Source: an optimization exercise on an open RTL-to-GDS flow (aim: small area, a short achievable clock period and few clock cycles). Production flows keep margins and buffers that such runs may drop.
In this exercise RTL edits were held to simulation tests only and were not proved equivalent to the original.
No activity file was given, so power comes from the tool's default toggle rates.

===== flow/constraint.sdc =====
create_clock -name core_clock -period 8.0 [get_ports {clk}]
set_input_delay 1.6000 -clock core_clock [delete_from_list [all_inputs] [get_ports {clk}]]
set_output_delay 1.6000 -clock core_clock [all_outputs]
set_load 0.01 [all_outputs]

===== flow/config.mk =====
export PLATFORM = sky130hd
export DESIGN_NAME = tia_render
export DESIGN_NICKNAME = tia_render
export VERILOG_FILES = /design/flow/design.v
export SDC_FILE = /design/flow/constraint.sdc
export NUM_CORES = 4
export LEC_CHECK = 0
export CAP_MARGIN = 20
export CORE_MARGIN = 2
export CORE_UTILIZATION = 40
export SETUP_SLACK_MARGIN = 5
export SLEW_MARGIN = 20

===== flow/run.sh =====
#!/bin/bash
# synth_recipe.tcl (not shown) runs the flow's synth.tcl, then flattens the netlist and writes it again
# the make line also repeats each setting of config.mk as NAME=value (left out here)
make -C /OpenROAD-flow-scripts/flow DESIGN_CONFIG=/design/flow/config.mk WORK_HOME=/design/flow/orfs CLKGATE_MAP_FILE= SYNTH_SCRIPT=/design/flow/synth_recipe.tcl finish

===== flow/design.v =====
module tia_render (
    input  wire        clk,
    input  wire        rst,
    input  wire        cmd_valid,
    output wire        cmd_ready,
    input  wire [2:0]  cmd_op,
    input  wire [5:0]  cmd_addr,
    input  wire [7:0]  cmd_data,
    input  wire [8:0]  cmd_x,       
    input  wire [8:0]  cmd_y,       
    output reg         pix_valid,
    output reg  [8:0]  pix_y,
    output reg  [7:0]  pix_x,
    output reg  [6:0]  pix_color,
    output reg         rd_valid,
    output reg  [14:0] rd_data
);
    localparam K_PW = 2'd0;    
    localparam K_R  = 2'd1;    
    localparam K_J  = 2'd2;    
    localparam S_W   = 2'd0;
    localparam S_RD  = 2'd1;
    localparam S_CLR = 2'd2;
    localparam R_VBLANK = 5'd0,  R_NUSIZ0 = 5'd1,  R_NUSIZ1 = 5'd2,  R_COLUP0 = 5'd3;
    localparam R_COLUP1 = 5'd4,  R_COLUPF = 5'd5,  R_COLUBK = 5'd6,  R_CTRLPF = 5'd7;
    localparam R_REFP0  = 5'd8,  R_REFP1  = 5'd9,  R_PF0    = 5'd10, R_PF1    = 5'd11;
    localparam R_PF2    = 5'd12, R_GRP0   = 5'd13, R_GRP1   = 5'd14, R_ENAM0  = 5'd15;
    localparam R_ENAM1  = 5'd16, R_ENABL  = 5'd17, R_VDELP0 = 5'd18, R_VDELP1 = 5'd19;
    localparam R_VDELBL = 5'd20, R_RESMP0 = 5'd21, R_RESMP1 = 5'd22;
    localparam R_POS    = 5'd24;  
    reg       in_ok;
    reg [1:0] in_k;
    reg [9:0] in_a;
    reg [7:0] in_b;
    reg [4:0] in_idx;
    reg       in_reg;
    wire       in_xle0 = cmd_x[8] || (cmd_x[7:0] == 8'd0);
    wire       in_xbig = !cmd_x[8] && (cmd_x[7:0] > 8'd160);
    wire [7:0] in_bcol = (in_xle0 || in_xbig) ? 8'd159 : cmd_x[7:0] - 8'd1;
    wire [9:0] in_brow = in_xle0 ? {1'b0, cmd_y} - 10'd1 : {1'b0, cmd_y};
    wire [7:0] in_sp = (cmd_data >= 8'd160) ? cmd_data - 8'd160 : cmd_data;
    always @(*) begin
        in_reg = 1'b1;
        in_idx = 5'd0;
        case (cmd_addr)
            6'h01: in_idx = R_VBLANK;
            6'h04: in_idx = R_NUSIZ0;
            6'h05: in_idx = R_NUSIZ1;
            6'h06: in_idx = R_COLUP0;
            6'h07: in_idx = R_COLUP1;
            6'h08: in_idx = R_COLUPF;
            6'h09: in_idx = R_COLUBK;
            6'h0A: in_idx = R_CTRLPF;
            6'h0B: in_idx = R_REFP0;
            6'h0C: in_idx = R_REFP1;
            6'h0D: in_idx = R_PF0;
            6'h0E: in_idx = R_PF1;
            6'h0F: in_idx = R_PF2;
            6'h1B: in_idx = R_GRP0;
            6'h1C: in_idx = R_GRP1;
            6'h1D: in_idx = R_ENAM0;
            6'h1E: in_idx = R_ENAM1;
            6'h1F: in_idx = R_ENABL;
            6'h25: in_idx = R_VDELP0;
            6'h26: in_idx = R_VDELP1;
            6'h27: in_idx = R_VDELBL;
            6'h28: in_idx = R_RESMP0;
            6'h29: in_idx = R_RESMP1;
            default: in_reg = 1'b0;
        endcase
    end
    always @(*) begin
        in_ok = 1'b0;
        in_k  = K_PW;
        in_a  = {1'b0, S_W, 2'b00, in_idx};
        in_b  = cmd_data;
        case (cmd_op)
            3'd0: begin
                if (cmd_addr == 6'h2C) begin
                    in_ok = 1'b1;
                    in_a  = {1'b0, S_CLR, 7'd0};
                end else begin
                    in_ok = in_reg;
                end
            end
            3'd1: begin
                in_ok = (cmd_addr[2:0] < 3'd5);
                in_a  = {1'b0, S_W, 2'b00, R_POS + {2'b00, cmd_addr[2:0]}};
                in_b  = in_sp;
            end
            3'd2: begin
                in_ok = 1'b1;
                in_k  = K_R;
                in_a  = in_brow;
                in_b  = in_bcol;
            end
            3'd3: begin
                in_ok = 1'b1;
                in_k  = K_J;
                in_a  = in_brow;
                in_b  = in_bcol;
            end
            3'd4: begin
                in_ok = 1'b1;
                in_a  = {1'b0, S_RD, 7'd0};
            end
            default: ;
        endcase
    end
    reg       ir_valid;
    reg [1:0] ir_k;
    reg [9:0] ir_a;
    reg       ready_r;
    reg [7:0] ir_b;
    reg       pw_valid, pw_ph2;
    reg [1:0] pw_sub;
    reg [4:0] pw_idx;
    reg [7:0] pw_d;
    reg [9:0] e_row;
    reg [7:0] e_col;
    reg [9:0] p_row;
    reg [7:0] p_col;
    reg       active, last;
    reg       vblank1;
    reg [5:0] nusiz0, nusiz1;      
    reg       ctrl_ref;
    reg [1:0] ctrl_bsz;
    reg       refp0, refp1;
    reg [3:0] pf0;
    reg [7:0] pf1, pf2;
    reg [7:0] grp0, grp1, pgrp0, pgrp1;
    reg       enam0, enam1, enabl, penabl;
    reg       vdelp0, vdelp1, vdelbl;
    reg       resmp0, resmp1;
    reg [7:0] pos0, pos1, pos2, pos3, pos4;
    reg [6:0] colup0, colup1, colupf, colubk;
    reg       ctrl_score, ctrl_prio;
    reg [14:0] cx;
    wire [9:0] ei_row = (e_col == 8'd159) ? e_row + 10'd1 : e_row;
    wire [7:0] ei_col = (e_col == 8'd159) ? 8'd0 : e_col + 8'd1;
    wire [9:0] bm_row = ir_a;
    wire [7:0] bm_col = ir_b;
    wire bm_gt = ($signed(bm_row) > $signed(p_row)) ||
                 (bm_row == p_row && bm_col > p_col);
    wire ir_R = ir_valid && (ir_k == K_R);
    wire ir_J = ir_valid && (ir_k == K_J);
    wire ir_P = ir_valid && (ir_k == K_PW);
    wire pw_col   = (pw_sub == S_W) && (pw_idx >= R_COLUP0) && (pw_idx <= R_CTRLPF);
    wire ir_col   = (ir_a[8:7] == S_W) && (ir_a[4:0] >= R_COLUP0) && (ir_a[4:0] <= R_CTRLPF);
    wire pw_free  = !pw_valid || pw_ph2 || (last && !pw_col);
    wire load     = ir_R && bm_gt && last;
    wire jump     = ir_J && last;
    wire advance  = active && !last;
    wire pw_apply = pw_valid && !pw_ph2 && last;
    wire ir_cons = ir_P ? pw_free : (ir_R ? (last || !bm_gt) : (ir_J ? last : 1'b0));
    assign cmd_ready = ready_r;
    wire take = cmd_valid && ready_r;
    wire eq_bm = (ei_row == bm_row) && (ei_col == bm_col);
    wire eq_p  = (ei_row == p_row) && (ei_col == p_col);
    wire ir_valid_n = take ? in_ok : (ir_valid && !ir_cons);
    wire ir_pw_n    = take ? (in_k == K_PW) : (ir_k == K_PW);
    wire pw_fill    = ir_P && pw_free;
    wire pw_valid_n = pw_fill || (pw_valid && !pw_ph2 && !(pw_apply && !pw_col));
    wire pw_ph2_n   = !pw_fill && pw_apply && pw_col;
    wire pw_col_n   = pw_fill ? ir_col : pw_col;
    wire last_n     = load ? eq_bm : (advance ? eq_p : 1'b1);
    wire pw_free_n  = !pw_valid_n || pw_ph2_n || (last_n && !pw_col_n);
    wire ready_n    = !ir_valid_n || (ir_pw_n ? pw_free_n : last_n);
    always @(posedge clk) begin
        if (rst) begin
            ir_valid <= 1'b0;
            ready_r  <= 1'b1;
            pw_valid <= 1'b0;
            pw_ph2   <= 1'b0;
            e_row    <= 10'h3FF;
            e_col    <= 8'd159;
            p_row    <= 10'h3FF;
            p_col    <= 8'd159;
            active   <= 1'b0;
            last     <= 1'b1;
        end else begin
            ir_valid <= ir_valid_n;
            ready_r  <= ready_n;
            pw_valid <= pw_valid_n;
            pw_ph2   <= pw_ph2_n;
            if (load || advance) begin
                e_row <= ei_row;
                e_col <= ei_col;
            end else if (jump) begin
                e_row <= bm_row;
                e_col <= bm_col;
            end
            if (load || jump) begin
                p_row <= bm_row;
                p_col <= bm_col;
            end
            active <= load || advance;
            last   <= last_n;
        end
    end
    always @(posedge clk) begin
        if (take) begin
            ir_k <= in_k;
            ir_a <= in_a;
            ir_b <= in_b;
        end
        if (pw_fill) begin
            pw_sub <= ir_a[8:7];
            pw_idx <= ir_a[4:0];
            pw_d   <= ir_b;
        end
    end
    wire       w1  = pw_apply && (pw_sub == S_W);
    wire       w2  = pw_valid && pw_ph2 && (pw_sub == S_W);
    wire [7:0] wd  = rst ? 8'd0 : pw_d;
    always @(posedge clk) begin
        if (rst || (w1 && pw_idx == R_VBLANK)) vblank1 <= wd[1];
        if (rst || (w1 && pw_idx == R_NUSIZ0)) nusiz0 <= {wd[5:4], 1'b0, wd[2:0]};
        if (rst || (w1 && pw_idx == R_NUSIZ1)) nusiz1 <= {wd[5:4], 1'b0, wd[2:0]};
        if (rst || (w1 && pw_idx == R_CTRLPF)) begin ctrl_ref <= wd[0]; ctrl_bsz <= wd[5:4]; end
        if (rst || (w1 && pw_idx == R_REFP0))  refp0 <= wd[3];
        if (rst || (w1 && pw_idx == R_REFP1))  refp1 <= wd[3];
        if (rst || (w1 && pw_idx == R_PF0))    pf0 <= wd[7:4];
        if (rst || (w1 && pw_idx == R_PF1))    pf1 <= wd;
        if (rst || (w1 && pw_idx == R_PF2))    pf2 <= wd;
        if (rst || (w1 && pw_idx == R_GRP0))   grp0 <= wd;
        if (rst || (w1 && pw_idx == R_GRP1))   grp1 <= wd;
        if (rst || (w1 && pw_idx == R_GRP1))   pgrp0 <= rst ? 8'd0 : grp0;
        if (rst || (w1 && pw_idx == R_GRP0))   pgrp1 <= rst ? 8'd0 : grp1;
        if (rst || (w1 && pw_idx == R_ENAM0))  enam0 <= wd[1];
        if (rst || (w1 && pw_idx == R_ENAM1))  enam1 <= wd[1];
        if (rst || (w1 && pw_idx == R_ENABL))  enabl <= wd[1];
        if (rst || (w1 && pw_idx == R_ENABL))  penabl <= rst ? 1'b0 : enabl;
        if (rst || (w1 && pw_idx == R_VDELP0)) vdelp0 <= wd[0];
        if (rst || (w1 && pw_idx == R_VDELP1)) vdelp1 <= wd[0];
        if (rst || (w1 && pw_idx == R_VDELBL)) vdelbl <= wd[0];
        if (rst || (w1 && pw_idx == R_RESMP0)) resmp0 <= wd[1];
        if (rst || (w1 && pw_idx == R_RESMP1)) resmp1 <= wd[1];
        if (rst || (w1 && pw_idx == R_POS + 5'd0)) pos0 <= wd;
        if (rst || (w1 && pw_idx == R_POS + 5'd1)) pos1 <= wd;
        if (rst || (w1 && pw_idx == R_POS + 5'd2)) pos2 <= wd;
        if (rst || (w1 && pw_idx == R_POS + 5'd3)) pos3 <= wd;
        if (rst || (w1 && pw_idx == R_POS + 5'd4)) pos4 <= wd;
        if (rst || (w2 && pw_idx == R_COLUP0)) colup0 <= wd[7:1];
        if (rst || (w2 && pw_idx == R_COLUP1)) colup1 <= wd[7:1];
        if (rst || (w2 && pw_idx == R_COLUPF)) colupf <= wd[7:1];
        if (rst || (w2 && pw_idx == R_COLUBK)) colubk <= wd[7:1];
        if (rst || (w2 && pw_idx == R_CTRLPF)) begin ctrl_score <= wd[1]; ctrl_prio <= wd[2]; end
    end
    function [8:0] dsub;
        input [7:0] c;
        input [7:0] p;
        input       m;
        begin
            dsub = {1'b0, c} - {1'b0, p} - {8'd0, m};
        end
    endfunction
    function blk;
        input [5:0] h;
        input [4:0] b;
        begin
            blk = (h == {1'b0, b}) || (h == {1'b0, b} + 6'd44);
        end
    endfunction
    function copy_blk;
        input [5:0] h;
        input [2:0] k;
        begin
            case (k)
                3'd1: copy_blk = blk(h, 5'd0) || blk(h, 5'd2);
                3'd2: copy_blk = blk(h, 5'd0) || blk(h, 5'd4);
                3'd3: copy_blk = blk(h, 5'd0) || blk(h, 5'd2) || blk(h, 5'd4);
                3'd4: copy_blk = blk(h, 5'd0) || blk(h, 5'd8);
                3'd6: copy_blk = blk(h, 5'd0) || blk(h, 5'd4) || blk(h, 5'd8);
                default: copy_blk = blk(h, 5'd0);
            endcase
        end
    endfunction
    function pl_hit;
        input [8:0] r;
        input [2:0] k;
        input [7:0] g;
        input       refl;
        reg         inr;
        reg   [2:0] j;
        begin
            if (k == 3'd5)
                inr = blk(r[8:3], 5'd0) || blk(r[8:3], 5'd1);
            else if (k == 3'd7)
                inr = blk(r[8:3], 5'd0) || blk(r[8:3], 5'd1) ||
                      blk(r[8:3], 5'd2) || blk(r[8:3], 5'd3);
            else
                inr = copy_blk(r[8:3], k);
            j = (k == 3'd5) ? r[3:1] : ((k == 3'd7) ? r[4:2] : r[2:0]);
            pl_hit = inr && g[refl ? j : ~j];
        end
    endfunction
    function narrow;
        input [2:0] lo;
        input [1:0] s;
        begin
            case (s)
                2'd0: narrow = (lo == 3'd0);
                2'd1: narrow = (lo[2:1] == 2'd0);
                2'd2: narrow = !lo[2];
                default: narrow = 1'b1;
            endcase
        end
    endfunction
    wire [8:0] d_p0 = dsub(e_col, pos0, nusiz0[2] & nusiz0[0]);
    wire [8:0] d_p1 = dsub(e_col, pos1, nusiz1[2] & nusiz1[0]);
    wire [8:0] d_m0 = dsub(e_col, pos2, 1'b0);
    wire [8:0] d_m1 = dsub(e_col, pos3, 1'b0);
    wire [8:0] d_bl = dsub(e_col, pos4, 1'b0);
    wire [7:0] g0 = vdelp0 ? pgrp0 : grp0;
    wire [7:0] g1 = vdelp1 ? pgrp1 : grp1;
    wire       eb = vdelbl ? penabl : enabl;
    wire [19:0] pf_bits = {pf2[7], pf2[6], pf2[5], pf2[4], pf2[3], pf2[2], pf2[1], pf2[0],
                           pf1[0], pf1[1], pf1[2], pf1[3], pf1[4], pf1[5], pf1[6], pf1[7],
                           pf0[3], pf0[2], pf0[1], pf0[0]};
    wire [5:0]  q      = e_col[7:2];
    wire        right  = (e_col >= 8'd80);
    wire [4:0]  pf_idx = !right ? q[4:0] : (ctrl_ref ? 6'd39 - q : q - 6'd20);
    wire vis = active && !vblank1 && !rst;
    wire on_pf = vis && pf_bits[pf_idx];
    wire on_p0 = vis && pl_hit(d_p0, nusiz0[2:0], g0, refp0);
    wire on_p1 = vis && pl_hit(d_p1, nusiz1[2:0], g1, refp1);
    wire on_m0 = vis && enam0 && !resmp0 && copy_blk(d_m0[8:3], nusiz0[2:0]) && narrow(d_m0[2:0], nusiz0[5:4]);
    wire on_m1 = vis && enam1 && !resmp1 && copy_blk(d_m1[8:3], nusiz1[2:0]) && narrow(d_m1[2:0], nusiz1[5:4]);
    wire on_bl = vis && eb && blk(d_bl[8:3], 5'd0) && narrow(d_bl[2:0], ctrl_bsz);
    reg       s2_pe, s2_rd, s2_clr, s2_right, s2_blank;
    reg [8:0] s2_row;
    reg [7:0] s2_col;
    reg       s2_p0, s2_p1, s2_m0, s2_m1, s2_bl, s2_pf;
    always @(posedge clk) begin
        if (rst) begin
            s2_pe  <= 1'b0;
            s2_rd  <= 1'b0;
            s2_clr <= 1'b0;
        end else begin
            s2_pe  <= active && (e_row < 10'd262);
            s2_rd  <= pw_apply && (pw_sub == S_RD);
            s2_clr <= pw_apply && (pw_sub == S_CLR);
        end
        s2_row   <= e_row[8:0];
        s2_col   <= e_col;
        s2_right <= right;
        s2_blank <= vblank1;
        s2_p0 <= on_p0;
        s2_p1 <= on_p1;
        s2_m0 <= on_m0;
        s2_m1 <= on_m1;
        s2_bl <= on_bl;
        s2_pf <= on_pf;
    end
    wire [14:0] hits = {
        s2_m0 & s2_m1,    
        s2_p0 & s2_p1,    
        s2_bl & s2_pf,    
        s2_m1 & s2_bl,    
        s2_m1 & s2_pf,    
        s2_m0 & s2_bl,    
        s2_m0 & s2_pf,    
        s2_p1 & s2_bl,    
        s2_p1 & s2_pf,    
        s2_p0 & s2_bl,    
        s2_p0 & s2_pf,    
        s2_m1 & s2_p1,    
        s2_m1 & s2_p0,    
        s2_m0 & s2_p0,    
        s2_m0 & s2_p1     
    };
    wire [6:0] c_pf = ctrl_score ? (s2_right ? colup1 : colup0) : colupf;
    wire       a0   = s2_p0 | s2_m0;
    wire       a1   = s2_p1 | s2_m1;
    reg [6:0] comp;
    always @(*) begin
        if (s2_blank)
            comp = 7'd0;
        else if (!ctrl_prio) begin
            if (a0)         comp = colup0;
            else if (a1)    comp = colup1;
            else if (s2_bl) comp = colupf;
            else if (s2_pf) comp = c_pf;
            else            comp = colubk;
        end else begin
            if (s2_bl)      comp = colupf;
            else if (s2_pf) comp = c_pf;
            else if (a0)    comp = colup0;
            else if (a1)    comp = colup1;
            else            comp = colubk;
        end
    end
    always @(posedge clk) begin
        if (rst) begin
            pix_valid <= 1'b0;
            rd_valid  <= 1'b0;
            cx        <= 15'd0;
        end else begin
            pix_valid <= s2_pe;
            rd_valid  <= s2_rd;
            cx        <= s2_clr ? 15'd0 : (cx | hits);
        end
        pix_y     <= s2_row;
        pix_x     <= s2_col;
        pix_color <= comp;
        rd_data   <= cx | hits;
    end
endmodule

==> results of run 1 <==
## cell usage in the layout (no fill, tap or decap), types with 31 or more instances in the layout
master and n:
sky130_fd_sc_hd__a21o_1 31, sky130_fd_sc_hd__nand2_1 126, sky130_fd_sc_hd__a21oi_1 68, sky130_fd_sc_hd__ha_1 81
sky130_fd_sc_hd__o21ai_0 63, sky130_fd_sc_hd__nor2_1 82, sky130_fd_sc_hd__clkbuf_16 34, sky130_fd_sc_hd__xnor2_1 49
sky130_fd_sc_hd__buf_4 68, sky130_fd_sc_hd__nor2b_1 53, sky130_fd_sc_hd__edfxtp_1 182, sky130_fd_sc_hd__inv_1 102
sky130_fd_sc_hd__nand3_1 40, sky130_fd_sc_hd__dfxtp_1 117, sky130_fd_sc_hd__clkdlybuf4s50_1 46
## power by group through the flow
stage	combinational [uW]	clock [uW]	sequential, uW
3_3_place_gp	600	0	1840
4_1_cts	673	1650	1800
6_report	739	1610	1800
5_1_grt	805	1720	1810
2_1_floorplan	453	0	1820
3_5_place_dp	610	0	1840
## how the worst min path moves through the flow
| stage | startpoint | end | slack, ns |
|---|---|---|---|
| after floorplan | s2_col[0] | pix_x[0] | 0.31 |
| after CTS | s2_col[0] | pix_x[0] | 0.33 |
| final | s2_col[0] | pix_x[0] | 0.33 |
| after detailed placement | s2_col[1] | pix_x[1] | 0.31 |
| after global routing | s2_row[7] | pix_y[7] | 0.33 |
| after global placement | s2_col[1] | pix_x[1] | 0.31 |
## per-layer routing
layer / vias to the layer above / part of all wire [%] / global-route usage (%)
met5: - / 0 / 0
met4: 0 / 2.7 / 6.24
met3: 83 / 6.2 / 3.39
met2: 417 / 46 / 33.2
met1: 5984 / 45 / 28.9
li1: 5867 / - / -
## timing repair
item	4_1_cts	5_1_grt
pin swaps	23	34
gates cloned	5	0
resized for setup	111	74
buffers inserted	44	27
hold buffers	0	0
setup endpoints to repair	128	41
## worst max-delay path, delay by kind of cell, from the launching register on
| kind | cells | cell delay (ns) |
|---|---|---|
| flip-flops | 1 | 0.40 |
| AO/OA/AOI/OAI | 6 | 1.29 |
| buffers and inverters | 1 | 0.19 |
| adder cells (fa/ha/maj) | 2 | 0.76 |
| AND/OR/NAND/NOR | 4 | 0.51 |
## sequential cells by signal (all words and copies together), names as in the netlist, 9 cells and up
| signal | cells |
|---|---|
| cx | 15 |
| rd_data | 15 |
| e_row | 10 |
| ir_a | 10 |
| p_row | 10 |
| pix_y | 9 |
| s2_row | 9 |
## cell type report
cell class              count  area [um^2]
clock buffers              39          890
multi-input cells        1048         8040
flip-flops and latches    308         8020
well taps                 525          657
clock inverters            23          270
repair buffers            161         1590
fillers                  3537        19800
inverters                 114          480
repair inverters            1         5.00
## through the flow
| step | instances | util [%] | worst slack [ns] | power [uW] |
|---|---|---|---|---|
| floorplan | 1520 | - | 4.83 | 2270 |
| global placement | 2080 | 44.0 | 3.76 | 2440 |
| detailed placement | 2080 | 44.0 | 3.63 | 2450 |
| CTS | 2191 | 48.8 | 4.79 | 4130 |
| global route | 2219 | 50.2 | 4.57 | 4330 |
| finish | 2219 | 50.2 | 4.73 | 4150 |
## cell families after synthesis
logic type	synth area share [%]
buffers and inverters	4.10
adders and majority gates	7.69
muxes	3.21
DFF	49.7
xor gates and xnor gates	4.40
AOI/OAI and AO/OA	15.3
and+or+nand+nor	15.6
==> impl.org, run 1 <==
** Run status
- Status :: complete, no violations

** Final layout
- The repair_antennas step left the layout with diodes totalling 0.
- Relative to the synthesized area, the layout overhead comes to 24.0%.
- # nets final :: approximately 1800
- Post-route cell area :: roughly 0.020 mm^2
- The post-route netlist has 17.7% of its cells at a drive strength greater than 1.

** Timing
- Final setup TNS :: 0 ns
- RSZ-0062 raised after global routing :: true
- At the pin with the least slew margin, the transition time is around 1.0 ns.
- Worst slew margin relative to its limit :: between 30% and 40%
- Ratio of final minimum period to clock period :: approximately two fifths
- Based on the critical path, the design can be clocked at up to about 310 MHz.
- Hold is met by 0.326 ns.
- Final slew viol count :: 0
- The clock period could shrink to roughly 3.3 ns.
- Setup violations remaining at the end of the flow were counted as 0.
- Skew final :: around 0.016 ns
- The hold violation count in the final report was 0.

** Synth
- Number of instances in the synthesized netlist :: ~1500
- After synthesis the cells add up to ~0.016 mm^2.
- The synthesized design contains around 310 register bits.
- The number of nets handed over by synthesis was roughly 1700.
- Counting distinct cell types in the post-synthesis netlist gives between 90 and 100.
- Most instantiated flip-flop cell in the synthesis netlist :: sky130_fd_sc_hd__edfxtp_1
- Summed over all instances, the cell type with the most area after synthesis is sky130_fd_sc_hd__edfxtp_1.
- Leading cell type by number of instances after synthesis :: sky130_fd_sc_hd__edfxtp_1
- Of all flip-flops after synthesis, the portion carrying an async set or reset was 0%.
- Post-synthesis average cell area :: around 11 um^2
- Syn. warnings :: 1
- By count the netlist is led by sky130_fd_sc_hd__edfxtp_1 (182), sky130_fd_sc_hd__nand2_1 (129), sky130_fd_sc_hd__dfxtp_1 (126), sky130_fd_sc_hd__inv_1 (113), sky130_fd_sc_hd__nor2_1 (93).
- Number of synthesized flops with an enable pin :: 182
- Area contributors post-synth :: sky130_fd_sc_hd__edfxtp_1 (34%), sky130_fd_sc_hd__dfxtp_1 (16%), sky130_fd_sc_hd__ha_1 (6.7%)
- Share of the synthesized area in the top cell type :: 34.0%
- Sequential area share after synthesis :: 49.7%

** Clocking
- Clock tree from TritonCTS :: yes
- After clock tree synthesis, the clock-pin slew on the worst setup and hold paths is about 0.060 ns.
- Num Clock Sinks :: a little over 300
- In this run the number of H-tree levels came out at 2.
- Number of buffers created by CTS :: 34
- Clock Root Buffer :: sky130_fd_sc_hd__clkbuf_16
- Clock latency on the worst-skew pair, taken at its later pin, is ~0.52 ns.
- Bufs on Longest Clock Path :: 3

** Detailed routing
- The first detailed-routing pass ran for 7 iterations.
- DRC violations left :: 0
- Remaining number of nets flagged by the antenna check after routing :: 0
- Total wirelength of the detailed-routed design :: around 44 mm
- Number of vias per cell :: about 5.6
- Detailed routing inserted a total of roughly 12000 vias.
- Dividing the detail-routed wire length by the instance count gives about 20 um.
- The detailed router finished its first iteration with 960 violations.

** Floorplan
- I/O pin total :: 80
- The floorplan step set the die width to ~200 um.
- The floorplan has 73 rows.
- For this configuration, the core starts out at a cell density of 40.5%.
- Die Height :: a little over 200 um
- Floorplan core area :: between 0.03 and 0.04 mm^2
- Area of the die :: 0.0418 mm^2

** Power
- For this design the total switching power over the nets is 1110 uW.
- Peak ir drop on the vdd network :: 0.106 mV
- The share of total power dissipated in sequential elements is a little over two fifths.
- PwrDens :: ~210 mW/mm^2
- Combinational Power Share :: approximately 18%
- In this run, the clock network consumes about two fifths of the power.
- In this run switching power makes up approximately 27% of total power.
- The internal power of the cells totals 3040 uW.
- For this design the static power due to leakage is around 0.0080 uW.

** Place
- Once placement finished, the instance area stood at about 0.017 mm^2.
- Detailed placement finished with a half-perimeter wire length of 28.8 mm.
- At the end of routability-driven placement, the weighted congestion stood at between 0.8 and 0.9.
- Port bufs :: 79

** Global route
- After global routing the overflow that remains totals 0.
- Wire length of the first global-routing pass :: ~67 mm
- Number of antenna violations at the first check in global routing :: 1
- Total global-route track usage :: between 20% and 30%
- The via count of the first global-routing pass was 12000.
- Entering global routing, the biggest net connects 39 pins.

** Critical path
- STA classifies the critical path endpoint as a flop.
- The worst register-to-register path ends at s2_p0.
- The most critical setup path has its endpoint at s2_p0.
- Across all register-to-register paths, the minimum setup slack is 4.73 ns.
- Launching element type of the critical path :: flop
- For the worst flop-to-flop path, the logic depth is 13.
- Arr. time, crit path :: approximately 3.7 ns
- Critical path startpoint :: nusiz0[0]
- Crit-path cells :: nand2_4 -> fa_2 -> fa_2 -> nand2b_4 -> a2111oi_4 -> nor2_2 -> o311ai_4 -> buf_4 -> and3b_1 -> o21ai_1 -> a21boi_2 -> o31ai_2 -> a2111oi_2
- The largest single stage delay on the critical path is about 0.40 ns.
- Critical path peak fanout :: 3
- The startpoint identified for the worst register-to-register timing path is nusiz0[0].
- Required time reported for the critical path endpoint :: ~8.4 ns
- In this design, the critical path's most frequently occurring cell is sky130_fd_sc_hd__fa_2.
- The worst setup path is of the reg2reg kind.
- Slowest library cell on the worst path :: sky130_fd_sc_hd__edfxtp_1

** Hold path
- The worst hold path passes through 0 cells.
- In this run the worst hold path is classified as reg2reg.

** Job
- Across the run, the number of max-cap violations was 0.
Testbench counts, summed over its fixed seeds: cycles 172,451.
==> run 2: changes to the inputs <==
--- a/flow/design.v
+++ b/flow/design.v
@@ -13,7 +13,7 @@
     output reg  [7:0]  pix_x,
     output reg  [6:0]  pix_color,
     output reg         rd_valid,
-    output reg  [14:0] rd_data
+    output wire [14:0] rd_data
 );
     localparam K_PW = 2'd0;    
     localparam K_R  = 2'd1;    
@@ -391,6 +391,7 @@
             else            comp = colubk;
         end
     end
+    assign rd_data = cx;
     always @(posedge clk) begin
         if (rst) begin
             pix_valid <= 1'b0;
@@ -404,6 +405,5 @@
         pix_y     <= s2_row;
         pix_x     <= s2_col;
         pix_color <= comp;
-        rd_data   <= cx | hits;
     end
 endmodule
--- a/flow/config.mk
+++ b/flow/config.mk
@@ -5,6 +5,7 @@
 export SDC_FILE = /design/flow/constraint.sdc
 export NUM_CORES = 4
 export LEC_CHECK = 0
+export ABC_AREA = 1
 export CAP_MARGIN = 20
 export CORE_MARGIN = 2
 export CORE_UTILIZATION = 40
==> run 2 against run 1 <==
Area after synthesis fell by 0.12%. Fmax rose by 10%. Core utilization fell by 1.9 points. Synthesized cell count rose by 26%. Via count rose by 6.7%. First-iteration DRC count fell by 9.1%. Sequential power fell by 4%. Critical path type is now reg2out. Critical endpoint is now pix_y[3]. Largest cell class is now sequential cells. Highest routed layer unchanged.
==> impl.org, run 2 <==
** Synth
- By area, the combinational part of the netlist is dominated by simple AND/OR/NAND/NOR gates.
- The synthesized-area fraction occupied by ao, oa, aoi and oai cells is 11.3% (-4.0 points).
- Mux share of post-synthesis cell area :: 0.592% (-2.6 points)
- Synth cell count leaders :: sky130_fd_sc_hd__nand2_1 (439), sky130_fd_sc_hd__inv_1 (314), sky130_fd_sc_hd__edfxtp_1 (182), sky130_fd_sc_hd__nor2_1 (153), sky130_fd_sc_hd__nand3_1 (131)
- Area contributors post-synth :: sky130_fd_sc_hd__edfxtp_1 (34%), sky130_fd_sc_hd__dfxtp_1 (14%), sky130_fd_sc_hd__nand2_1 (10%)
- The xor/xnor cell area share of the yosys netlist was 2.67% (-1.7 points).
- Sequential area share after synthesis :: 47.9% (-1.8 points)
- The number of flops mapped to enable cells by yosys was 182 (unchanged).
- Post-synth top area cell :: sky130_fd_sc_hd__edfxtp_1
- The synthesized netlist net count is 2043 (+24%).
- The fraction of synthesized cell area taken by the top area cell type came to 34.0% (+0.042 points).
- In the synthesized netlist the dominant register cell turns out to be sky130_fd_sc_hd__edfxtp_1.
- Cell area after synthesis :: 0.0161 mm^2 (-0.12%)
- Post-synth cell types :: 56 (-40%)
- Post-synth ARST share :: 0% (unchanged)
- Area share of and/or/nand/nor cells after synthesis :: 21.3% (+5.8 points)
- Number of instances in the synthesized netlist :: 1912 (+26%)
- The mean instance size in the synthesized netlist is 8.40 um^2 (-21%).
- #FFs+latches synth :: 293 (-4.9%)
- Adder-cell share of the synthesized area :: 7.57% (-0.12 points)
- Leading cell type by number of instances after synthesis :: sky130_fd_sc_hd__nand2_1
- Syn. warnings :: 1 (unchanged)

** Clocking
- The maximum clock path buffer count was 3 (unchanged).
- The tree is rooted in a sky130_fd_sc_hd__clkbuf_16.
- Num Clock Sinks :: 293 (-4.9%)
- TritonCTS built the clock tree.
- Skew-Pair Late Insertion Delay :: 0.52 ns (about the same)
- The number of buffers inserted during clock tree synthesis is 35 (+2.9%).
- The number of buffers inserted by hold repair at cts was 0 (unchanged).
- Clock H-tree levels :: 2 (unchanged)
- The clock transition at the register clock pins on the worst setup and hold paths after CTS is 0.06 ns (about the same).

** Critical path
- The worst register-to-register path begins at e_col[5].
- The worst register-to-register path ends at ready_r.
- Launching element type of the critical path :: flop
- The kind of cell with the highest combined delay along the critical path is buffers and inverters.
- Critical path type :: reg2out
- The arrival time of the worst setup path was 1.37 ns (-2.29 ns).
- The slowest stage of the critical path belongs to the cell sky130_fd_sc_hd__clkdlybuf4s50_1.
- The count of buffer and inverter cells on the critical path came to 1 (unchanged).
- Tracing the worst setup path back leads to its startpoint at pix_y[3].
- Kind of end point of the critical path :: primary output
- The data required time of the critical path came to 6.40 ns (-1.99 ns).
- Cell depth of the worst flop-to-flop path :: 14 (+1)
- The largest fanout on the critical path came to 1 (-2).
- The stage delay of the slowest cell on the critical path is 0.54 ns (+0.14 ns).
- Register-to-register setup slack :: 5.10 ns (+0.37 ns)
- The signal on the critical path passes through clkdlybuf4s50_1.

** Detailed routing
- The remaining design rule violation count is 0 (unchanged).
- The total wire length after detailed routing was 42.5 mm (-2.6%).
- Number of violations reported at the end of detailed-routing iteration 0 :: 873 (-9.1%)
- The final routed wire length divided by cell count is 16.5 um (-16%).
- The count of antenna-violating nets left after detailed routing is 0 (unchanged).
- Drt first pass iters :: 7 (unchanged)
- DR vias :: 13200 (+6.7%)
- Number of vias per cell :: 5.10 (-8.3%)

** Global route
- Overflow left after global routing :: 0 (unchanged)
- The initial antenna violation count came to 0 (-1).
- Pin count of the biggest net entering global routing :: 53 (+36%)
- The overall global routing resource usage came to 20.4% (-0.31 points).
- The via count of the first global-routing pass came to 12900 (+6.9%).
- The first-pass GRT wire length came to 67.0 mm (-0.64%).

** Hold path
- The path class of the tightest hold or removal check is reg2reg.
- In this run the most critical hold path is launched from s2_col[7].
- Capture endpoint of the worst hold path :: pix_x[7]
- The hold path depth was 0 (unchanged).

** Place
- The post-placement cell area is 0.0175 mm^2 (-0.10%).
- Worst slack, placed :: 3.89 ns (+0.266 ns)
- Last weighted congestion value of the routability-driven placer :: 0.890 (+0.55%)
- The half-perimeter wire length after placement came to 30.3 mm (+5.2%).
- Port bufs :: 79 (unchanged)

** Final layout
- The filler cell count in the final layout is 3798 (+7.4%).
- Most common library cell in the layout ignoring fill and taps :: sky130_fd_sc_hd__nand2_1
- Number of flip-flops under the largest register name :: 15
- Compared with the post-synthesis result, the final layout area differs by 19.3%.
- Commonest cells after routing, fill and taps aside :: sky130_fd_sc_hd__nand2_1 (437), sky130_fd_sc_hd__inv_1 (303), sky130_fd_sc_hd__edfxtp_1 (182)
- The count of antenna diodes in the layout is 0 (unchanged).
- # nets final :: 2163 (+20%)
- Post-route cell area :: 0.0192 mm^2 (-3.9%)
- Fraction of layout cells with a size suffix above 1 :: 9.28% (-8.4 points)
- More flip-flops sit in one register than any other, and that register is cx.

** Timing
- Skew final :: 0.0127 ns (-0.00297 ns)
- The ratio of final minimum period to clock period came to 37.1% (-3.8 points).
- The hold violation count in the final report came to 0 (unchanged).
- The post-layout minimum cycle time is 2.97 ns (-0.302 ns).
- The total of endpoints with negative setup slack in the final report is 0 (unchanged).
- Final slew viol count :: 0 (unchanged)
- Final setup margin :: 5.03 ns (+0.302 ns)
- The setup TNS was 0 ns (unchanged).
- Worst slew margin relative to its limit :: 26.1% (-6.8 points)
- Highest Clock Rate :: 337 MHz (+10%)
- Worst Max-Slew Pin Slew :: 1.11 ns (+0.105 ns)
- RSZ-0062 raised after global routing :: true

** Floorplan
- The area enclosed by the die boundary came to 0.0418 mm^2 (-0.12%).
- Horizontal die dimension :: 204 um (about the same)
- The core area was 0.0396 mm^2 (-0.23%).
- Starting density of the core :: 40.5% (+0.043 points)
- The height of the die is 204 um (about the same).
- The I/O pin count was 80 (unchanged).
- Row count :: 73 (unchanged)

** Power
- The overall power was 3900 uW (-6.1%).
- Leakage :: 0.00903 uW (+12%)
- The internal cell power came to 2790 uW (-8.3%).
- The power share of the clock group is 38.0% (-0.8 points).
- The highest ir drop seen on vdd is 0.129 mV (+22%).
- The power per unit of standard cell area is 204 mW/mm^2 (-2.2%).
- The share of total power in sequential cells is 44.4% (+1.0 points).
- The net switching power came to 1110 uW (about the same).
- The switching power share of the total is 28.5% (+1.7 points).
- Combinational Power Share :: 17.6% (-0.2 points)

** Run status
- Status :: complete, no violations

** Job
- The max-cap violation count was 0 (unchanged).
run 2: cell families (layout without fill, tap and decap cells):
kind of cell    Yosys count  after routing
flops                   293            293
xor+xnor                 49             49
fa+ha+maj                93             93
buf+inv                 360            505
compound gates          307            307
mux                       9              9
simple gates            801            802
run 2: worst max path at each step:
stage	to	cells past startpoint
after floorplan	ir_a[5]	9
after global placement	pos3[4]	5
after detailed placement	pos2[7]	5
after CTS	ir_a[9]	8
after global routing	ready_r	12
final	pix_y[3]	1
run 2: per-stage QoR:
step	hold WS, ns	std cells	utilization, %
3_3_place_gp	0.311	2492	44.1
4_1_cts	0.325	2564	47.2
5_1_grt	0.329	2583	48.3
6_report	0.325	2583	48.3
2_1_floorplan	0.310	1912	-
3_5_place_dp	0.312	2492	44.1
run 2: area by class of cell:
type,count,area (um^2),area share (%)
Clock buffer,45,923,4.82
Clock inverter,18,149,0.777
Inverter,321,1230,6.44
Multi-Input combinational cell,1260,7330,38.2
Sequential cell,293,7710,40.2
Tap cell,525,657,3.43
Timing Repair Buffer,120,1160,6.04
Timing Repair inverter,1,5.00,0.0261
run 2: power by group through the flow:
| stage | clock network [uW] | logic (uW) | registers, uW |
|---|---|---|---|
| 3_5_place_dp | 0 | 632 | 1770 |
| 4_1_cts | 1510 | 653 | 1740 |
| 3_3_place_gp | 0 | 620 | 1770 |
| 6_report | 1480 | 686 | 1730 |
| 2_1_floorplan | 0 | 464 | 1740 |
| 5_1_grt | 1570 | 775 | 1740 |
run 2: layer usage:
layer / track usage [%] / vias up / routed length [um]
li1: - / 6625 / -
met1: 25.4 / 6109 / 18300
met2: 36.2 / 356 / 20800
met3: 2.46 / 88 / 1890
met4: 7.87 / 0 / 1490
met5: 0 / - / 0
run 2: what timing repair did:
| action | CTS | global route |
|---|---|---|
| endpoints found under the setup margin | 198 | 115 |
| setup buffers | 9 | 17 |
| resized for setup | 50 | 71 |
| gates cloned | 0 | 2 |
| pin swaps | 5 | 11 |
Testbench counts of run 2, summed over its fixed seeds: cycles 172,451.
==> run 3: changes to the inputs <==
--- a/flow/design.v
+++ b/flow/design.v
@@ -18,9 +18,6 @@
     localparam K_PW = 2'd0;    
     localparam K_R  = 2'd1;    
     localparam K_J  = 2'd2;    
-    localparam S_W   = 2'd0;
-    localparam S_RD  = 2'd1;
-    localparam S_CLR = 2'd2;
     localparam R_VBLANK = 5'd0,  R_NUSIZ0 = 5'd1,  R_NUSIZ1 = 5'd2,  R_COLUP0 = 5'd3;
     localparam R_COLUP1 = 5'd4,  R_COLUPF = 5'd5,  R_COLUBK = 5'd6,  R_CTRLPF = 5'd7;
     localparam R_REFP0  = 5'd8,  R_REFP1  = 5'd9,  R_PF0    = 5'd10, R_PF1    = 5'd11;
@@ -28,6 +25,8 @@
     localparam R_ENAM1  = 5'd16, R_ENABL  = 5'd17, R_VDELP0 = 5'd18, R_VDELP1 = 5'd19;
     localparam R_VDELBL = 5'd20, R_RESMP0 = 5'd21, R_RESMP1 = 5'd22;
     localparam R_POS    = 5'd24;  
+    localparam R_RD     = 5'd30;  
+    localparam R_CLR    = 5'd31;  
     reg       in_ok;
     reg [1:0] in_k;
     reg [9:0] in_a;
@@ -72,20 +71,20 @@
     always @(*) begin
         in_ok = 1'b0;
         in_k  = K_PW;
-        in_a  = {1'b0, S_W, 2'b00, in_idx};
+        in_a  = {5'd0, in_idx};
         in_b  = cmd_data;
         case (cmd_op)
             3'd0: begin
                 if (cmd_addr == 6'h2C) begin
                     in_ok = 1'b1;
-                    in_a  = {1'b0, S_CLR, 7'd0};
+                    in_a  = {5'd0, R_CLR};
                 end else begin
                     in_ok = in_reg;
                 end
             end
             3'd1: begin
                 in_ok = (cmd_addr[2:0] < 3'd5);
-                in_a  = {1'b0, S_W, 2'b00, R_POS + {2'b00, cmd_addr[2:0]}};
+                in_a  = {5'd0, R_POS + {2'b00, cmd_addr[2:0]}};
                 in_b  = in_sp;
             end
             3'd2: begin
@@ -102,7 +101,7 @@
             end
             3'd4: begin
                 in_ok = 1'b1;
-                in_a  = {1'b0, S_RD, 7'd0};
+                in_a  = {5'd0, R_RD};
             end
             default: ;
         endcase
@@ -113,7 +112,6 @@
     reg       ready_r;
     reg [7:0] ir_b;
     reg       pw_valid, pw_ph2;
-    reg [1:0] pw_sub;
     reg [4:0] pw_idx;
     reg [7:0] pw_d;
     reg [9:0] e_row;
@@ -145,8 +143,8 @@
     wire ir_R = ir_valid && (ir_k == K_R);
     wire ir_J = ir_valid && (ir_k == K_J);
     wire ir_P = ir_valid && (ir_k == K_PW);
-    wire pw_col   = (pw_sub == S_W) && (pw_idx >= R_COLUP0) && (pw_idx <= R_CTRLPF);
-    wire ir_col   = (ir_a[8:7] == S_W) && (ir_a[4:0] >= R_COLUP0) && (ir_a[4:0] <= R_CTRLPF);
+    wire pw_col   = (pw_idx >= R_COLUP0) && (pw_idx <= R_CTRLPF);
+    wire ir_col   = (ir_a[4:0] >= R_COLUP0) && (ir_a[4:0] <= R_CTRLPF);
     wire pw_free  = !pw_valid || pw_ph2 || (last && !pw_col);
     wire load     = ir_R && bm_gt && last;
     wire jump     = ir_J && last;
@@ -205,13 +203,12 @@
             ir_b <= in_b;
         end
         if (pw_fill) begin
-            pw_sub <= ir_a[8:7];
             pw_idx <= ir_a[4:0];
             pw_d   <= ir_b;
         end
     end
-    wire       w1  = pw_apply && (pw_sub == S_W);
-    wire       w2  = pw_valid && pw_ph2 && (pw_sub == S_W);
+    wire       w1  = pw_apply;
+    wire       w2  = pw_valid && pw_ph2;
     wire [7:0] wd  = rst ? 8'd0 : pw_d;
     always @(posedge clk) begin
         if (rst || (w1 && pw_idx == R_VBLANK)) vblank1 <= wd[1];
@@ -339,8 +336,8 @@
             s2_clr <= 1'b0;
         end else begin
             s2_pe  <= active && (e_row < 10'd262);
-            s2_rd  <= pw_apply && (pw_sub == S_RD);
-            s2_clr <= pw_apply && (pw_sub == S_CLR);
+            s2_rd  <= pw_apply && (pw_idx == R_RD);
+            s2_clr <= pw_apply && (pw_idx == R_CLR);
         end
         s2_row   <= e_row[8:0];
         s2_col   <= e_col;
--- a/flow/config.mk
+++ b/flow/config.mk
@@ -9,5 +9,8 @@
 export CAP_MARGIN = 20
 export CORE_MARGIN = 2
 export CORE_UTILIZATION = 40
+export CTS_BUF_LIST = sky130_fd_sc_hd__clkbuf_4 sky130_fd_sc_hd__clkbuf_8
+export CTS_CLUSTER_DIAMETER = 40
+export CTS_CLUSTER_SIZE = 8
 export SETUP_SLACK_MARGIN = 5
 export SLEW_MARGIN = 20
==> run 3 against run 2 <==
Sequential share of layout area grew 0.65 points. Flip-flop and latch count fell by 2. Worst hold slack worse by 0.0035 ns. Via count decreased by 3.0%. Largest cell class unchanged.
==> impl.org, run 3 <==
** Detailed routing
- Number of violations reported at the end of detailed-routing iteration 0 :: 964 (+10%)
- Total wirelength of the detailed-routed design :: 40.8 mm (-4.1%)
- The count of antenna-violating nets left after detailed routing is 0 (unchanged).
- Number of vias per cell :: 5.00 (-2.0%)
- DR vias :: 12800 (-3.0%)
- The final routed wire length divided by cell count is 15.9 um (-3.2%).
- DRC violations left :: 0 (unchanged)
- Drt first pass iters :: 5 (-2)

** Clocking
- The clock transition at the register clock pins on the worst setup and hold paths after CTS was 0.06 ns (about the same).
- TritonCTS built the clock tree.
- The number of buffers inserted during clock tree synthesis came to 51 (+46%).
- Number of hold-repair buffers added at the cts stage :: 0 (unchanged)
- Clock Root Buffer :: sky130_fd_sc_hd__clkbuf_8
- Skew-Pair Late Insertion Delay :: 0.60 ns (+0.08 ns)
- Bufs on Longest Clock Path :: 3 (unchanged)
- Clock H-tree levels :: 2 (unchanged)
- Num Clock Sinks :: 291 (-0.68%)

** Timing
- The setup TNS was 0 ns (unchanged).
- The post-route worst setup slack is 5.13 ns (+0.0917 ns).
- Worst slew margin relative to its limit :: 28.3% (+2.1 points)
- The upper clock frequency limit came to 348 MHz (+3.2%).
- The number of max-slew violations in the final report came to 0 (unchanged).
- The ratio of final minimum period to clock period is 35.9% (-1.1 points).
- The total of endpoints with negative setup slack in the final report was 0 (unchanged).
- Setup repair after global routing could not meet its margin everywhere.
- Final count of hold timing violations :: 0 (unchanged)
- Worst Max-Slew Pin Slew :: 1.07 ns (-0.0321 ns)
- Post-route minimum period :: 2.87 ns (-0.0917 ns)
- The final clock skew is 0.0143 ns (+0.00163 ns).

** Critical path
- The data required time of the critical path came to 8.52 ns (+2.12 ns).
- The arrival time of the worst setup path came to 3.40 ns (+2.03 ns).
- The stage delay of the slowest cell on the critical path is 0.51 ns (-0.03 ns).
- The count of buffer and inverter cells on the critical path came to 2 (+1).
- The worst setup path is launched from a flop.
- Crit-path cells :: inv_2 -> ha_1 -> inv_1 -> ha_1 -> nand2_1 -> nand2_1 -> or2_2 -> nand2_1 -> nand2_1 -> nand3_1 -> xor2_1 -> nand3_1 -> o21ai_1 -> nand3b_1 -> a21oi_1
- The slowest stage of the critical path belongs to the cell sky130_fd_sc_hd__dfxtp_2.
- Kind of end point of the critical path :: flop
- Critical Path Most Common Cell :: sky130_fd_sc_hd__nand2_1
- The kind of cell with the highest combined delay along the critical path is simple AND/OR/NAND/NOR gates.
- The largest fanout on the critical path is 8 (+7).
- The critical path is of the reg2reg type.

** Synth
- The number of distinct library cells after synthesis is 57 (+1.8%).
- Number of synthesized flops with an enable pin :: 180 (-1.1%)
- Cell area after synthesis :: 0.0159 mm^2 (-1.1%)
- The cell count after synthesis came to 1869 (-2.2%).
- The synthesized design spends more area on one cell type than any other, namely sky130_fd_sc_hd__edfxtp_1.
- The synthesis-stage register bit count was 291 (-0.68%).
- Leading cell type by number of instances after synthesis :: sky130_fd_sc_hd__nand2_1
- Sequential area share after synthesis :: 48.0% (+0.15 points)
- The proportion of synthesized flip-flops having asynchronous set or reset came to 0% (unchanged).
- Synth cell count leaders :: sky130_fd_sc_hd__nand2_1 (426), sky130_fd_sc_hd__inv_1 (302), sky130_fd_sc_hd__edfxtp_1 (180), sky130_fd_sc_hd__nor2_1 (156), sky130_fd_sc_hd__o21ai_0 (127)
- Share of the synthesized area in the top cell type :: 34.0% (about the same)
- For this run, the leading register cell type out of synthesis is sky130_fd_sc_hd__edfxtp_1.
- Area contributors post-synth :: sky130_fd_sc_hd__edfxtp_1 (34%), sky130_fd_sc_hd__dfxtp_1 (14%), sky130_fd_sc_hd__nand2_1 (10%)
- Synthesized netlist net count :: 2001 (-2.1%)
- The mean instance size in the synthesized netlist was 8.50 um^2 (+1.2%).
- Syn. warnings :: 1 (unchanged)

** Hold path
- The path class of the tightest hold or removal check is reg2reg.

** Floorplan
- Starting density of the core :: 40.3% (-0.26 points)
- Row count :: 73 (unchanged)
- The I/O pin count is 80 (unchanged).
- Horizontal die dimension :: 203 um (-0.54%)
- Floorplan core area :: 0.0395 mm^2 (-0.46%)
- Area of the die :: 0.0413 mm^2 (-1.1%)
- Die Height :: 203 um (-0.54%)

** Power
- Leakage :: 0.00865 uW (-4.2%)
- PwrDens :: 209 mW/mm^2 (+2.6%)
- The highest ir drop seen on vdd was 0.0987 mV (-24%).

** Global route
- The initial antenna violation count came to 0 (unchanged).
- Wire length of the first global-routing pass :: 64.7 mm (-3.5%)
- The overall global routing resource usage is 19.8% (-0.66 points).
- The maximum number of pins on one net before global-route repair is 55 (+3.8%).
- The overall overflow remaining after global route came to 0 (unchanged).
- The via count of the first global-routing pass came to 12400 (-3.3%).

** Final layout
- The share of final-layout standard cells stronger than drive strength 1 was 10.4% (+1.1 points).
- Counting flops per register, the top entry is cx.
- Final cell count without fillers :: 2559 (-0.93%)
- # nets final :: 2127 (-1.7%)
- The count of antenna diodes in the layout is 0 (unchanged).
- Number of flip-flops under the largest register name :: 15 (unchanged)
- Fill cell instance count of the final layout :: 3828 (+0.79%)
- The library cell used most frequently in the layout, excluding fill and tap cells, is sky130_fd_sc_hd__nand2_1.
- Relative to the synthesized area, the layout overhead comes to 17.8%.
- The top cell types in the final layout, fill and taps aside, are sky130_fd_sc_hd__nand2_1 (419), sky130_fd_sc_hd__inv_1 (294), sky130_fd_sc_hd__edfxtp_1 (180).

** Job
- The max-cap violation count came to 0 (unchanged).

** Run status
- Status :: complete, no violations

** Place
- Post-Place Cells :: 2450 (-1.7%)
- The count of input and output buffers was 79 (unchanged).
- Worst slack, placed :: 4.05 ns (+0.150 ns)
- Post-detail-place hpwl :: 28.9 mm (-4.6%)
- Last weighted congestion value of the routability-driven placer :: 0.881 (-1.1%)
[run 3: path summary, 6_finish.rpt]
path,to,start,depth (start not counted),slack (ns)
worst min-delay path,pix_y[1],s2_row[1],0,0.32
worst max register to register,s2_p1,e_col[3],15,5.13
worst min register to register,pix_y[1],s2_row[1],0,0.32
worst max-delay path,s2_p1,e_col[3],15,5.13
[run 3: routing by layer]
metal	wire length, um	global-route usage (%)
met2	19300	33.6
met4	947	6.44
met5	0	0
met1	18100	26.1
met3	2410	2.67
[run 3: timing repair]
item / 4_1_cts / 5_1_grt
resized for setup: 60 / 46
gates cloned: 1 / 0
endpoints found under the setup margin: 210 / 43
pin swaps: 1 / 7
buffers inserted: 1 / 15
[run 3: cells by family after synthesis]
kind of cell             share of synthesized area, %
AND/OR/NAND/NOR                                  19.7
adder cells (fa/ha/maj)                          7.73
buffers and inverters                            8.36
flip-flops                                       48.0
XOR/XNOR                                         3.13
AO/OA/AOI/OAI                                    11.9
multiplexers                                     1.13
[run 3: layout make-up]
cell class / count / area, um^2 / area share (%)
timing repair buffer: 103 / 930 / 4.97
tap: 525 / 657 / 3.51
inverter: 311 / 1190 / 6.36
clock inverter: 18 / 264 / 1.41
timing repair inverter: 1 / 7.51 / 0.0401
multi-input combinational: 1236 / 7120 / 38.1
clock buffer: 74 / 893 / 4.77
sequential: 291 / 7650 / 40.9
[run 3: power breakdown]
part	internal, uW	switching (uW)	total, uW	leakage [uW]
Sequential	1670	52.1	1720	0.00272
Combinational	234	415	648	0.00533
Clock	918	623	1540	0.000599
Total	2820	1090	3910	0.00865
[run 3: worst reg2reg max path, stage by stage (launching register included)]
cell and delay (ns):
sky130_fd_sc_hd__dfxtp_2 0.51, sky130_fd_sc_hd__inv_2 0.19, sky130_fd_sc_hd__ha_1 0.33, sky130_fd_sc_hd__inv_1 0.04
sky130_fd_sc_hd__ha_1 0.34, sky130_fd_sc_hd__nand2_1 0.09, sky130_fd_sc_hd__nand2_1 0.07, sky130_fd_sc_hd__or2_2 0.29
sky130_fd_sc_hd__nand2_1 0.13, sky130_fd_sc_hd__nand2_1 0.07, sky130_fd_sc_hd__nand3_1 0.13, sky130_fd_sc_hd__xor2_1 0.21
sky130_fd_sc_hd__nand3_1 0.09, sky130_fd_sc_hd__o21ai_1 0.11, sky130_fd_sc_hd__nand3b_1 0.09, sky130_fd_sc_hd__a21oi_1 0.11
[run 3: through the flow]
stage	hold WS, ns	power [uW]	area [um^2]	utilization [%]
detailed placement	0.312	2380	17300	43.8
floorplan	0.310	2200	15900	-
finish	0.321	3910	18700	47.4
global route	0.326	4110	18700	47.4
global placement	0.311	2370	17300	43.7
CTS	0.317	3930	18400	46.7
Testbench counts of run 3, summed over its fixed seeds: cycles 172,451.
==> run 4: changes to the inputs <==
--- a/flow/config.mk
+++ b/flow/config.mk
@@ -9,8 +9,8 @@
 export CAP_MARGIN = 20
 export CORE_MARGIN = 2
 export CORE_UTILIZATION = 40
-export CTS_BUF_LIST = sky130_fd_sc_hd__clkbuf_4 sky130_fd_sc_hd__clkbuf_8
-export CTS_CLUSTER_DIAMETER = 40
-export CTS_CLUSTER_SIZE = 8
+export CTS_BUF_LIST = sky130_fd_sc_hd__clkbuf_8
+export CTS_CLUSTER_DIAMETER = 60
+export CTS_CLUSTER_SIZE = 20
 export SETUP_SLACK_MARGIN = 5
 export SLEW_MARGIN = 20
==> run 4 against run 3 <==
Cell area decreased by 2.8%. Critical path depth shrank 7. Worst hold slack improved by 0.0084 ns. Fmax decreased by 2.6%. Flip-flop and latch count unchanged. Synthesized cell count unchanged. Non-clock buffer count is 7 higher. Area after synthesis unchanged. Clock skew increased by 0.0099 ns. Largest power group unchanged. Highest routed layer unchanged.
==> impl.org, run 4 <==
** Run status
- The run finished with no timing, DRC or antenna violations.

** Timing
- RSZ-0062 raised after global routing :: true
- The number of max-slew violations in the final report is 0 (unchanged).
- The upper clock frequency limit was 339 MHz (-2.6%).
- Final setup TNS :: 0 ns (unchanged)
- The remaining max-slew budget at the tightest pin is 25.1% (-3.2 points).
- Final setup viols :: 0 (unchanged)
- Skew final :: 0.0242 ns (+0.00991 ns)
- The slew at the pin closest to its max-slew limit was 1.12 ns (+0.0474 ns).
- The hold violation count in the final report was 0 (unchanged).
- Ratio of final minimum period to clock period :: 36.9% (+0.97 points)
- Post-route minimum period :: 2.95 ns (+0.0774 ns)

** Detailed routing
- The detailed-route wire length on metal 1 came to 18.4 mm (+1.6%).
- The total number of vias is 12700 (-0.66%).
- Number of vias per cell :: 5.05 (+0.95%)
- DRC violations left :: 0 (unchanged)
- Routed wl met3 :: 1.80 mm (-25%)
- Drt first pass iters :: 6 (+1)
- The final routed wire length divided by cell count was 16.0 um (+0.19%).
- Total length of routed met2 wires :: 19.3 mm (-0.35%)
- Signal routing reaches up to met4.
- The count of antenna-violating nets left after detailed routing is 0 (unchanged).
- The number of design-rule violations left by the first detailed-router iteration came to 910 (-5.6%).
- The total wire length after detailed routing came to 40.2 mm (-1.4%).

** Final layout
- Compared with the post-synthesis result, the final layout area differs by 14.5%.
- The final instance area was 0.0182 mm^2 (-2.8%).
- The layout net count is 2107 (-0.94%).
- Fraction of layout cells with a size suffix above 1 :: 8.63% (-1.8 points)
- Most common library cell in the layout ignoring fill and taps :: sky130_fd_sc_hd__nand2_1
- The library cells used most frequently in the layout, excluding fill and tap cells, are sky130_fd_sc_hd__nand2_1 (419), sky130_fd_sc_hd__inv_1 (298), sky130_fd_sc_hd__edfxtp_1 (180).
- Number of flip-flops under the largest register name :: 15 (unchanged)
- Final antenna diode count :: 0 (unchanged)
- Register with the highest flop count :: cx
- Final cell count without fillers :: 2518 (-1.6%)

** Clocking
- Clock Pin Slew Worst Setup and Hold Paths :: 0.11 ns (+0.05 ns)
- Number of hold-repair buffers added at the cts stage :: 0 (unchanged)
- The number of sinks handled by clock tree synthesis came to 291 (unchanged).
- The number of buffers inserted during clock tree synthesis was 24 (-53%).
- Skew-Pair Late Insertion Delay :: 0.60 ns (about the same)
- The maximum clock path buffer count was 3 (unchanged).
- The root buffer cell chosen for the clock tree is sky130_fd_sc_hd__clkbuf_8.
- TritonCTS built the clock tree.
- Clock H-tree levels :: 1 (-1)

** Power
- The overall power is 3310 uW (-15%).
- The power share of the clock group was 28.4% (-11 points).
- The highest ir drop seen on vdd is 0.110 mV (+11%).
- The switching power share of the total was 31.1% (+3.2 points).
- Leakage :: 0.00839 uW (-3.0%)
- Sequential power share :: 51.8% (+7.8 points)
- Combinational Power Share :: 19.7% (+3.1 points)
- The internal cell power came to 2280 uW (-19%).
- The net switching power is 1030 uW (-5.6%).
- The power per unit of standard cell area is 182 mW/mm^2 (-13%).

** Synth
- The synthesis-stage register bit count is 291 (unchanged).
- Share of the synthesized area in the top cell type :: 34.0% (unchanged)
- The synthesized netlist net count came to 2001 (unchanged).
- Cell area after synthesis :: 0.0159 mm^2 (unchanged)
- Share of the synthesized area in compound gates (AO/OA/AOI/OAI) :: 11.9% (unchanged)
- The largest total area in the synthesized netlist belongs to sky130_fd_sc_hd__edfxtp_1.
- The portion of netlist area occupied by mux cells is 1.13% (unchanged).
- Post-synth ARST share :: 0% (unchanged)
- Number of instances in the synthesized netlist :: 1869 (unchanged)
- The synthesized-area fraction occupied by adder cells was 7.73% (unchanged).
- The count of yosys warnings during synthesis came to 1 (unchanged).
- In the post-synthesis netlist, the cell with the most instances is sky130_fd_sc_hd__nand2_1.
- After synthesis, the largest family of logic cells by area is simple AND/OR/NAND/NOR gates.
- Synth cell count leaders :: sky130_fd_sc_hd__nand2_1 (426), sky130_fd_sc_hd__inv_1 (302), sky130_fd_sc_hd__edfxtp_1 (180), sky130_fd_sc_hd__nor2_1 (156), sky130_fd_sc_hd__o21ai_0 (127)
- Sorting the synthesized cells by area gives the leading types as sky130_fd_sc_hd__edfxtp_1 (34%), sky130_fd_sc_hd__dfxtp_1 (14%), sky130_fd_sc_hd__nand2_1 (10%).
- The simple logic cell fraction of the synthesized area was 19.7% (unchanged).
- The xor/xnor cell area share of the yosys netlist is 3.13% (unchanged).
- Post-synthesis average cell area :: 8.50 um^2 (unchanged)
- Most instantiated flip-flop cell in the synthesis netlist :: sky130_fd_sc_hd__edfxtp_1
- Post-synth cell types :: 57 (unchanged)
- The number of flops mapped to enable cells by yosys is 180 (unchanged).
- Sequential area share after synthesis :: 48.0% (unchanged)

** Critical path
- The worst setup path is of the in2reg kind.
- Arr. time, crit path :: 3.28 ns (-0.12 ns)
- Launching element type of the critical path :: input port
- The worst setup path is captured at a flop.
- The minimum setup slack among reg-to-reg paths was 5.22 ns (+0.09 ns).
- The largest fanout on the critical path came to 5 (-3).
- Required time reported for the critical path endpoint :: 8.33 ns (-0.19 ns)

** Floorplan
- The core area is 0.0395 mm^2 (unchanged).
- The number of standard-cell rows in the floorplan came to 73 (unchanged).
- Starting density of the core :: 40.3% (unchanged)
- The height of the die came to 203 um (unchanged).
- The area enclosed by the die boundary came to 0.0413 mm^2 (unchanged).
- I/O pin total :: 80 (unchanged)
- Horizontal die dimension :: 203 um (unchanged)

** Hold path
- The tightest min-delay check is of the reg2reg type.

** Global route
- Via count of the first global-routing pass :: 12200 (-2.0%)
- Total global-route track usage :: 19.4% (-0.35 points)
- The overall overflow remaining after global route is 0 (unchanged).
- The first-pass GRT wire length was 63.8 mm (-1.3%).
- The initial antenna violation count came to 0 (unchanged).
- The maximum number of pins on one net before global-route repair is 55 (unchanged).

** Place
- Post-detail-place hpwl :: 28.9 mm (unchanged)
- The count of input and output buffers came to 79 (unchanged).
- Post-Place Cells :: 2450 (unchanged)
- Last weighted congestion value of the routability-driven placer :: 0.881 (unchanged)
- The post-placement cell area came to 0.0173 mm^2 (unchanged).

** Job
- The max-cap violation count was 0 (unchanged).
==> run 4: logic make-up (layout without fill, tap and decap cells) <==
kind of cell | count (synthesis) | after routing
AND/OR/NAND/NOR | 748 | 748
adder cells (fa/ha/maj) | 94 | 94
buffers and inverters | 342 | 466
XOR/XNOR | 56 | 56
AO/OA/AOI/OAI | 322 | 322
flip-flops | 291 | 291
multiplexers | 16 | 16
==> run 4: final timing paths <==
path / startpoint / end / cells after the start
min: s2_row[7] / pix_y[7] / 0
max: cmd_x[1] / ir_b[7] / 8
max reg2reg: nusiz1[0] / s2_p1 / 16
min reg2reg: s2_row[7] / pix_y[7] / 0
==> run 4: area by class of cell <==
class | count | area (um^2)
clock inverter | 17 | 190
multi-input combinational | 1236 | 7130
timing repair buffer | 110 | 983
tap | 525 | 657
sequential | 291 | 7660
clock buffer | 27 | 372
fill | 3846 | 21300
timing repair inverter | 1 | 3.75
inverter | 311 | 1190
==> run 4: through the flow <==
step                utilization [%]  hold slack, ns  setup WS (ns)
finish                         46.1           0.330           5.05
CTS                            45.2           0.333           4.86
floorplan                         -           0.310           4.97
global placement               43.7           0.311           4.07
detailed placement             43.8           0.312           4.05
global route                   46.1           0.340           4.94
==> run 4: worst max-delay path: stages <==
cell	delay (ns)
sky130_fd_sc_hd__clkdlybuf4s50_1	0.48
sky130_fd_sc_hd__inv_1	0.06
sky130_fd_sc_hd__ha_1	0.17
sky130_fd_sc_hd__nor3b_2	0.17
sky130_fd_sc_hd__a21oi_2	0.18
sky130_fd_sc_hd__clkinv_2	0.15
sky130_fd_sc_hd__a2111oi_1	0.32
sky130_fd_sc_hd__o221ai_1	0.16
==> run 4: power groups by stage <==
stage,registers (uW),clock network [uW],logic [uW]
detailed placement,1750,0,626
CTS,1720,970,627
global route,1730,1030,743
global placement,1750,0,615
floorplan,1730,0,465
finish,1720,942,653
==> run 4: timing repair <==
item	4_1_cts	5_1_grt
resized for setup	59	49
cloned	1	0
pin swaps	1	4
buffers inserted	1	22
endpoints found under the setup margin	210	43
==> run 4: per-layer routing <==
metal	vias up	global-route usage (%)
met5	-	0
met1	5907	26.2
li1	6408	-
met4	0	4.93
met2	337	33.5
met3	52	1.84

==> afterwards: timing with drivers on the ports <==
The results above use ideal ports. As a check the final layouts listed here were re-extracted and re-timed, cells and wires unchanged.
Step 1, drivers: a clkbuf_16 drives clk and a buf_2 each remaining input, both assumed.
Step 2 moves the port delays by t, midway between the first and last clock arrival at a register: inputs arrive t later, outputs are due t later. That takes back most of the time a late clock gives input paths.
Slacks: ideal / step 1 / step 2; pairs: ideal / step 1.
| run | shift t [ns] | slack for setup (ns) | latest minus earliest clock arrival (ns) | slew at the worst register clock pin (ns) |
|---|---|---|---|---|
| run 1 | 0.565 | 4.733 / 4.733 / 4.437 | 0.017 / 0.016 | 0.06 / 0.06 |
| run 2 | 0.564 | 5.035 / 4.987 / 4.510 | 0.013 / 0.013 | 0.06 / 0.06 |
| run 3 | 0.635 | 5.127 / 5.119 / 4.518 | 0.019 / 0.019 | 0.07 / 0.07 |
| run 4 | 0.637 | 5.049 / 5.072 / 4.435 | 0.026 / 0.026 | 0.12 / 0.12 |
After both steps setup and hold are still met in every run listed. For run 4, which loses most, drivers alone change the setup slack by +0.023 ns; drivers and shift together by -0.614 ns.
